Source: an optimization exercise on an open RTL-to-GDS flow (aim: a short achievable clock period and few clock cycles per item). Production flows keep margins and buffers that such runs may drop.
Function was checked by simulation only, so behaviour that the tests miss may differ from the original.
Power is estimated from default activity; no workload was simulated.

==> flow/design.v <==
module pll_divu #(
    parameter NW = 34,    
    parameter DW = 33     
) (
    input               clk,
    input               rst,
    input               start,
    input  [NW-1:0]     num,
    input  [DW-1:0]     den,
    output reg          busy,
    output [NW-1:0]     quo,
    output [DW-1:0]     rem
);
    localparam CW = $clog2(NW + 1);
    reg [DW-1:0] r;        
    reg [NW-1:0] q;        
    reg [DW-1:0] d;
    reg [CW-1:0] cnt;
    wire [DW:0] shifted = {r, q[NW-1]};
    wire [DW:0] trial   = shifted - {1'b0, d};
    wire        fits    = ~trial[DW];
    always @(posedge clk) begin
        if (rst) begin
            busy <= 1'b0;
            cnt  <= {CW{1'b0}};
        end else if (start) begin
            busy <= 1'b1;
            cnt  <= NW[CW-1:0];
            r    <= {DW{1'b0}};
            q    <= num;
            d    <= den;
        end else if (busy) begin
            r    <= fits ? trial[DW-1:0] : shifted[DW-1:0];
            q    <= {q[NW-2:0], fits};
            cnt  <= cnt - 1'b1;
            if (cnt == 1)
                busy <= 1'b0;
        end
    end
    assign quo = q;
    assign rem = r;
endmodule
module pll_ctrl (
    input             clk,
    input             rst,           
    input             in_valid,
    output            in_ready,
    input      [63:0] in_word,
    output            out_valid,
    input             out_ready,
    output     [63:0] out_word,
    output            synth_valid,
    output     [31:0] synth_reg
);
    localparam [33:0] TWO_TICK_CS   = 34'd9600000000;   
    localparam [3:0]  FRAC_INIT     = 4'd8;             
    localparam [3:0]  FRAC_MAX      = 4'd15;
    localparam signed [31:0] I_MAX  = 32'sh7FFFFFFF;
    localparam        KP_SHIFT      = 3;                
    localparam        GAIN_SHIFT    = 4;
    localparam signed [33:0] MAX_STEP = 34'sd4;
    localparam [16:0] LOCK_THRESHOLD   = 17'd4;
    localparam [16:0] UNLOCK_THRESHOLD = 17'd16;
    localparam [3:0]  MIN_DWELL     = 4'd8;
    localparam [1:0] SRC_INTERNAL = 2'd0;
    localparam [1:0] UNLOCKED  = 2'd0;
    localparam [1:0] ACQUIRING = 2'd1;
    localparam [1:0] LOCKED    = 2'd2;
    localparam F_UNSUP    = 0;
    localparam F_STALL    = 3;
    localparam F_HARDFAIL = 4;
    localparam F_LOS      = 5;
    localparam F_BADCMD   = 6;
    localparam F_FALLBACK = 7;
    reg  [1:0]         active_src;
    reg  [31:0]        current_rate;
    reg                rate_valid;
    reg  [7:0]         flags;
    reg  [15:0]        adder;
    reg  [3:0]         frac_index;
    reg                first_update;
    reg  [15:0]        prev_count;
    reg                prev_valid;
    reg  signed [31:0] integ;
    reg  [1:0]         lock;
    reg  [3:0]         dwell;
    localparam [1:0] S_IDLE = 2'd0;
    localparam [1:0] S_CALC = 2'd1;
    localparam [1:0] S_RESP = 2'd2;
    reg  [1:0]  state;
    reg         calc_for_rate;    
    reg  [31:0] calc_freq;
    reg  [63:0] resp;
    assign in_ready  = (state == S_IDLE);
    assign out_valid = (state == S_RESP);
    assign out_word  = resp;
    wire accept = in_valid & in_ready;
    wire [63:0] w = in_word;
    wire [1:0]  w_src   = w[33:32];
    wire [31:0] w_freq  = w[31:0];
    wire [15:0] w_count = w[15:0];
    wire [7:0]  w_mask  = w[7:0];
    wire is_selsrc  = (w[63:34] == {8'h10, 22'd0}) && (w[31:0] == 32'd0);
    wire is_setrate = (w[63:32] == 32'h11000000);
    wire is_getstat = (w == 64'h1200000000000000);
    wire is_clrflag = (w[63:8] == 56'h13000000000000);
    wire is_synget  = (w[63:32] == 32'h14000000);
    wire is_refev   = (w[63:35] == {8'h20, 21'd0}) && (w[31:16] == 16'd0);
    wire is_los     = (w[63:34] == {8'h21, 22'd0}) && (w[31:0] == 32'd0);
    wire is_rateirq = (w[63:32] == 32'h30000000);
    wire is_audmsg  = (w[63:32] == 32'h40000000);
    wire is_pinport = (w[63:60] == 4'h6) || (w[63:60] == 4'h7);   
    wire is_legal   = is_selsrc | is_setrate | is_getstat | is_clrflag | is_synget |
                      is_refev | is_los | is_rateirq | is_audmsg;
    wire        calc_start = accept & ((is_synget) |
                             ((is_setrate | is_rateirq) & ~(rate_valid & (w_freq == current_rate))));
    wire        div_busy, m48_busy, m441_busy;
    wire [33:0] div_quo;
    wire [32:0] div_rem;
    wire [31:0] m48_quo, m441_quo;
    wire [15:0] m48_rem, m441_rem;
    pll_divu #(.NW(34), .DW(33)) u_div (
        .clk(clk), .rst(rst), .start(calc_start),
        .num(TWO_TICK_CS + {2'b00, w_freq}), .den({w_freq, 1'b0}),
        .busy(div_busy), .quo(div_quo), .rem(div_rem)
    );
    pll_divu #(.NW(32), .DW(16)) u_mod48 (
        .clk(clk), .rst(rst), .start(calc_start),
        .num(w_freq), .den(16'd48000),
        .busy(m48_busy), .quo(m48_quo), .rem(m48_rem)
    );
    pll_divu #(.NW(32), .DW(16)) u_mod441 (
        .clk(clk), .rst(rst), .start(calc_start),
        .num(w_freq), .den(16'd44100),
        .busy(m441_busy), .quo(m441_quo), .rem(m441_rem)
    );
    wire        calc_done = (state == S_CALC) & ~div_busy & ~m48_busy & ~m441_busy;
    wire        supported = (calc_freq != 32'd0) && ((m48_rem == 16'd0) || (m441_rem == 16'd0));
    wire [15:0] calc_adder = div_quo[15:0];
    wire [15:0]        adv   = w_count - prev_count;           
    wire [15:0]        resid = adv - adder;                    
    wire signed [15:0] e     = resid;                          
    wire signed [32:0] isum  = integ + e;
    wire signed [31:0] integ_new = (isum >  I_MAX) ?  I_MAX :
                                   (isum < -I_MAX) ? -I_MAX : isum[31:0];
    wire signed [33:0] pi_sum = (e <<< KP_SHIFT) + integ_new;   
    wire signed [33:0] u      = pi_sum >>> GAIN_SHIFT;          
    wire signed [33:0] c      = (u >  MAX_STEP) ?  MAX_STEP :
                                (u < -MAX_STEP) ? -MAX_STEP : u;
    wire signed [33:0] step   = first_update ? c :
                                (c > 0) ? 34'sd1 : (c < 0) ? -34'sd1 : 34'sd0;
    wire signed [33:0] fsum   = $signed({30'd0, frac_index}) + step;
    wire [3:0]         frac_new = (fsum < 0) ? 4'd0 :
                                  (fsum > $signed({30'd0, FRAC_MAX})) ? FRAC_MAX : fsum[3:0];
    wire [16:0]        abs_e  = e[15] ? -{e[15], e} : {1'b0, e};
    wire forwarded = (w_src == active_src) & rate_valid;
    always @(posedge clk) begin
        if (rst) begin
            state        <= S_IDLE;
            calc_for_rate<= 1'b0;
            calc_freq    <= 32'd0;
            resp         <= 64'd0;
            active_src   <= SRC_INTERNAL;
            current_rate <= 32'd0;
            rate_valid   <= 1'b0;
            flags        <= 8'd0;
            adder        <= 16'd0;
            frac_index   <= FRAC_INIT;
            first_update <= 1'b1;
            prev_count   <= 16'd0;
            prev_valid   <= 1'b0;
            integ        <= 32'sd0;
            lock         <= UNLOCKED;
            dwell        <= 4'd0;
        end else begin
            case (state)
            S_IDLE: if (accept) begin
                if (calc_start) begin
                    state         <= S_CALC;
                    calc_for_rate <= ~is_synget;
                    calc_freq     <= w_freq;
                end else if (is_getstat) begin
                    resp  <= {8'h92, 8'h00, flags, 3'b000, rate_valid, lock, active_src, current_rate};
                    state <= S_RESP;
                end else if (is_selsrc) begin
                    if (flags[F_HARDFAIL] && w_src != SRC_INTERNAL)
                        flags[F_BADCMD] <= 1'b1;
                    else if (w_src != active_src) begin
                        active_src   <= w_src;
                        integ        <= 32'sd0;
                        lock         <= UNLOCKED;
                        dwell        <= 4'd0;
                        prev_valid   <= 1'b0;
                        first_update <= 1'b1;
                        if (rate_valid)
                            frac_index <= FRAC_INIT;    
                    end
                end else if (is_clrflag) begin
                    flags <= flags & ~(w_mask & 8'hEF);
                end else if (is_los) begin
                    if (w_src == active_src && w_src != SRC_INTERNAL) begin
                        flags[F_LOS]      <= 1'b1;
                        flags[F_FALLBACK] <= 1'b1;
                        active_src   <= SRC_INTERNAL;
                        integ        <= 32'sd0;
                        lock         <= UNLOCKED;
                        dwell        <= 4'd0;
                        prev_valid   <= 1'b0;
                        first_update <= 1'b1;
                        if (rate_valid)
                            frac_index <= FRAC_INIT;
                    end
                end else if (is_refev) begin
                    if (forwarded) begin
                        if (!prev_valid) begin
                            prev_count <= w_count;             
                            prev_valid <= 1'b1;
                        end else if (w_count == prev_count) begin
                            flags[F_STALL] <= 1'b1;            
                        end else begin
                            prev_count   <= w_count;
                            integ        <= integ_new;
                            frac_index   <= frac_new;
                            first_update <= 1'b0;
                            case (lock)
                            UNLOCKED: begin
                                lock  <= ACQUIRING;
                                dwell <= 4'd0;
                            end
                            ACQUIRING: begin
                                if (abs_e < LOCK_THRESHOLD) begin
                                    if (dwell + 4'd1 >= MIN_DWELL) begin
                                        dwell <= MIN_DWELL;
                                        lock  <= LOCKED;
                                    end else
                                        dwell <= dwell + 4'd1;
                                end else
                                    dwell <= 4'd0;
                            end
                            default: begin
                                if (abs_e > UNLOCK_THRESHOLD) begin
                                    lock  <= ACQUIRING;
                                    dwell <= 4'd0;
                                end
                            end
                            endcase
                        end
                    end
                end else if (is_pinport || is_legal) begin
                end else begin
                    flags[F_BADCMD] <= 1'b1;
                end
            end
            S_CALC: if (calc_done) begin
                if (calc_for_rate) begin
                    if (supported) begin
                        current_rate <= calc_freq;
                        rate_valid   <= 1'b1;
                        adder        <= calc_adder;
                        frac_index   <= FRAC_INIT;
                        first_update <= 1'b1;
                        integ        <= 32'sd0;
                        lock         <= UNLOCKED;
                        dwell        <= 4'd0;
                        prev_valid   <= 1'b0;
                    end else
                        flags[F_UNSUP] <= 1'b1;
                    state <= S_IDLE;
                end else begin
                    if (supported)
                        resp <= {8'h94, 6'd0, 1'b0, 1'b1, 12'd0, FRAC_INIT, 16'd0, calc_adder};
                    else
                        resp <= {8'h94, 24'h020000, 32'd0};
                    state <= S_RESP;
                end
            end
            S_RESP: if (out_ready)
                state <= S_IDLE;
            default: state <= S_IDLE;
            endcase
        end
    end
    reg [31:0] frac_table;
    always @(*) begin
        case (frac_index)
            4'd0:  frac_table = 32'h3F9DB22D;
            4'd1:  frac_table = 32'h3FDFE131;
            4'd2:  frac_table = 32'h4021B7A4;
            4'd3:  frac_table = 32'h40640B01;
            4'd4:  frac_table = 32'h40A5ACF0;
            4'd5:  frac_table = 32'h40E75B3D;
            4'd6:  frac_table = 32'h412914A5;
            4'd7:  frac_table = 32'h416B5917;
            4'd8:  frac_table = 32'h41AD0000;
            4'd9:  frac_table = 32'h41EEF723;
            4'd10: frac_table = 32'h4230938C;
            4'd11: frac_table = 32'h427248C4;
            4'd12: frac_table = 32'h42B4B001;
            4'd13: frac_table = 32'h42F70F52;
            4'd14: frac_table = 32'h4338BC4D;
            default: frac_table = 32'h437AC0BC;
        endcase
    end
    assign synth_valid = rate_valid;
    assign synth_reg   = frac_table;
endmodule
==> flow/run.sh <==
#!/bin/bash
# synth_recipe.tcl (not shown) runs the flow's synth.tcl, then flattens the netlist and writes it again
# the make line also repeats each setting of config.mk as NAME=value (left out here)
make -C /OpenROAD-flow-scripts/flow DESIGN_CONFIG=/design/flow/config.mk WORK_HOME=/design/flow/orfs CLKGATE_MAP_FILE= SYNTH_SCRIPT=/design/flow/synth_recipe.tcl finish
==> flow/config.mk <==
export PLATFORM = sky130hd
export DESIGN_NAME = pll_ctrl
export DESIGN_NICKNAME = pll_ctrl
export VERILOG_FILES = /design/flow/design.v
export SDC_FILE = /design/flow/constraint.sdc
export NUM_CORES = 4
export LEC_CHECK = 0
export CAP_MARGIN = 20
export CORE_MARGIN = 2
export CORE_UTILIZATION = 40
export PLACE_DENSITY = 0.6
export SLEW_MARGIN = 20
==> flow/constraint.sdc <==
create_clock -name core_clock -period 20.0 [get_ports {clk}]
set_input_delay 4.0000 -clock core_clock [delete_from_list [all_inputs] [get_ports {clk}]]
set_output_delay 4.0000 -clock core_clock [all_outputs]
set_load 0.01 [all_outputs]
==> results.yml <==
outcome:
  outcome: "timing/DRC/antenna clean"
timing:
  max_freq_mhz: 52.7
  tightest_slew_ns: 1.02
  relSlewSlack_pct: 31.7
  setup_viol: 0
  hold_viol_final: 0
  drv_slew: 0
  tns_ns: 0
  finalCriticalPeriod_ns: 18.99
  min_period_over_period_pct: 94.9
  setup_ws_ns: 1.01
  skew_ns: 0.0562
grt:
  grt_max_degree: 96
  grt_pass1_wl_um: 126000
  antenna_found_initial: 3
  grt_overflow: 0
  grt_pass1_vias: 21800
  grt_use_total_pct: 22.5
finish:
  largest_register_ffs: 49
  final_cell_mix: "493 x nand2_1, 320 x nor2_1, 248 x dfxtp_1"
  post-route-util_pct: 47.2
  top_regs: "resp: 49 flops, u_div.q: 34 flops, u_div.r: 33 flops"
  largest_register: "resp"
  area_growth_pct: 16.5
  layout.nets: 3528
  drive_gt1_share_pct: 7.95
  stdcell_area_sq_um: 31700
  layout_commonest_cell: "nand2_1"
  fillCellCount: 6548
setup_path:
  path_buf_inv: 8
  crit_family: "compound AO/OA/AOI/OAI gates"
  critPathArrivalTime_ns: 19.50
  path_common_cell: "o21ai_0"
  ff2ff_setup_slack_ns: 4.48
  path_max_fanout: 24
  critPathMaxStageDelay_ns: 0.49
  crit_type: "in -> reg"
  slowest_stage: "clkdlybuf4s50_1"
  required_ns: 20.51
  critPathLaunchType: "input port"
  cp-end-kind: "flop"
floorplanning:
  die_area_sq_um: 70200
  core_area_sq_um: 67300
  io_pins: 167
  die_w_um: 265
  start_util_pct: 40.5
  die_h_um: 265
  rows: 95
power:
  clkPwrFrac_pct: 37.6
  power.share.switching_pct: 31.8
  peakVddDrop_uv: 62.9
  p_leak_nw: 12.1
  powerDensity_nw_per_um2: 78.6
  total_power_w: 0.00250
  power.internal_w: 0.00170
  p_comb_share_pct: 24.8
  seqPwrFrac_pct: 37.6
  p_sw_w: 0.000794
route:
  first_pass_iters: 5
  initialDrtViolationCount: 2248
  routed-via-count: 23500
  postRouteAntennaNets: 0
  vias_per_cell: 5.57
  drt-total-wl_um: 80900
  highest_layer: "met5"
  met2_length_um: 35000
  wl_met1_um: 38800
  drc: 0
  wl_per_cell_um: 19.2
  dr_wl_met3_um: 5230
yosys:
  synth_top_cell_by_area: "edfxtp_1"
  synth_area_per_cell_sq_um: 8.58
  synth_cell_types: 105
  ys_async_sr_fraction_pct: 0
  ys_ff_latch: 443
  synth_ff_type: "dfxtp_1"
  synthTopCellsByArea: "edfxtp_1 21%, dfxtp_1 18%, nand2_1 6.8%"
  syn_area_sq_um: 27200
  synthCells: 3177
  seq_area_frac_synth_pct: 39.7
  synth_edf_count: 195
  synth-warning-count: 3
  yosysTopAreaCellShare_pct: 21.5
clock_tree:
  clockRootBuffer: "clkbuf_16"
  postCtsHoldBufs: 0
  clock_path_buffers: 3
  htree_num_levels: 2
  clock-sinks: 443
  clkLatencyLatePin_ns: 0.64
  cts_buffers: 50
  cts_tree: "yes"
  path_clk_slew_ns: 0.06
placement:
  port-buffer-count: 151
  hpwl_um: 58500
  place_worst_setup_slack_ns: -0.190
  place_congestion: 0.938
  placed_area_sq_um: 29800
hold_path:
  min_path_type: "reg -> reg"
flow_run:
  drv_cap: 0
cell type report:
class	instances	area [sq um]	area share [%]
diodes	2	5.00	0.0158
clock buffers	62	1350	4.25
clock inverters	32	334	1.05
inverters	157	592	1.86
multi-input cells	2416	15400	48.5
flip-flops and latches	443	10800	34.1
well taps	873	1090	3.44
repair buffers	235	2170	6.82
worst register-to-register path, delay by kind of cell, from the launching register on:
family | cells | cell delay (ns)
AOI/OAI and AO/OA | 37 | 6.84
xor gates and xnor gates | 1 | 0.18
adders and majority gates | 7 | 2.42
buffers and inverters | 8 | 1.19
DFF | 1 | 0.40
muxes | 1 | 0.32
and+or+nand+nor | 23 | 4.09
layer usage:
layer  GRT usage [%]  vias up
met3            2.94      113
li1                -    11500
met1            33.5    11200
met2            33.9      750
met4            6.15        2
met5               0        -
cells in the mapped netlist (10+ instances only):
| cell | count |
|---|---|
| nand3b_1 | 11 |
| nor4_1 | 45 |
| a211oi_1 | 38 |
| dfxtp_1 | 248 |
| nor2b_1 | 25 |
| xor2_1 | 63 |
| mux2i_1 | 77 |
| a31oi_1 | 24 |
| o21bai_1 | 20 |
| or2_2 | 16 |
| xnor2_1 | 122 |
| o21a_1 | 14 |
| a21boi_0 | 14 |
| clkbuf_1 | 136 |
| and2_1 | 33 |
| edfxtp_1 | 195 |
| ha_1 | 138 |
| inv_1 | 156 |
| nor2_1 | 329 |
| buf_2 | 10 |
| and3_1 | 21 |
| a22oi_1 | 57 |
| fa_1 | 19 |
| nor3_1 | 67 |
| nand3_1 | 51 |
| nand2b_1 | 35 |
| nand4_1 | 40 |
| or3_1 | 28 |
| o31ai_1 | 25 |
| buf_4 | 24 |
| a21oi_1 | 223 |
| a21o_1 | 43 |
| or4_1 | 15 |
| nand2_1 | 493 |
| o21ai_0 | 150 |
worst paths after layout:
path	start	endpoint	cells after the start
max reg2reg	prev_count[0]	synth_reg[12]	77
min reg2reg	calc_freq[11]	current_rate[11]	2
max	in_word[0]	synth_reg[12]	77
min	calc_freq[11]	current_rate[11]	2
power groups by stage:
stage | logic, W | registers, W | clock network, W
6_report | 0.000618 | 0.000938 | 0.000939
5_1_grt | 0.000669 | 0.000937 | 0.000993
4_1_cts | 0.000587 | 0.000938 | 0.000959
3_5_place_dp | 0.000583 | 0.000958 | 0
3_3_place_gp | 0.000592 | 0.000957 | 0
2_1_floorplan | 0.000400 | 0.000957 | 0
timing repair:
item,in CTS,in global routing
buffers inserted,0,9
endpoints found under the setup margin,0,28
resized for setup,0,38
stage by stage:
step                std cells  hold slack (ns)
floorplan                3191            0.427
global placement         4114            0.445
finish                   4220            0.444
detailed placement       4114            0.450
CTS                      4208            0.437
global route             4220            0.474
kinds of logic after synthesis:
kind of cell	share of synthesized area [%]
xor gates and xnor gates	5.95
other	0.0138
buffers and inverters	5.00
DFF	39.7
AOI/OAI and AO/OA	17.2
muxes	3.16
adders and majority gates	7.88
and+or+nand+nor	21.1
Testbench counts, summed over its fixed seeds: cycles 89,263, messages 24,000.

==> what the ideal ports hide <==
In the flow no input, the clock included, has a driving cell. The finished layout below was timed again as built, in two steps.
Step 1, drivers: a clkbuf_16 drives clk and a buf_2 each remaining input, both assumed.
Step 2 times the ports against the registers' clock, not the clock port: input delays grow and output delays shrink by t, the midpoint of the rising clock arrivals with the driver on.
Slacks: ideal / step 1 / step 2; pairs: ideal / step 1.
shift t [ns]: 0.670
setup slack, ns: 1.013 / 1.044 / 0.374
latest minus earliest clock arrival (ns): 0.056 / 0.056
slew at the worst register clock pin (ns): 0.06 / 0.06
After both steps setup and hold are still met in this run. For this run, drivers alone change the setup slack by +0.031 ns; drivers and shift together by -0.639 ns.
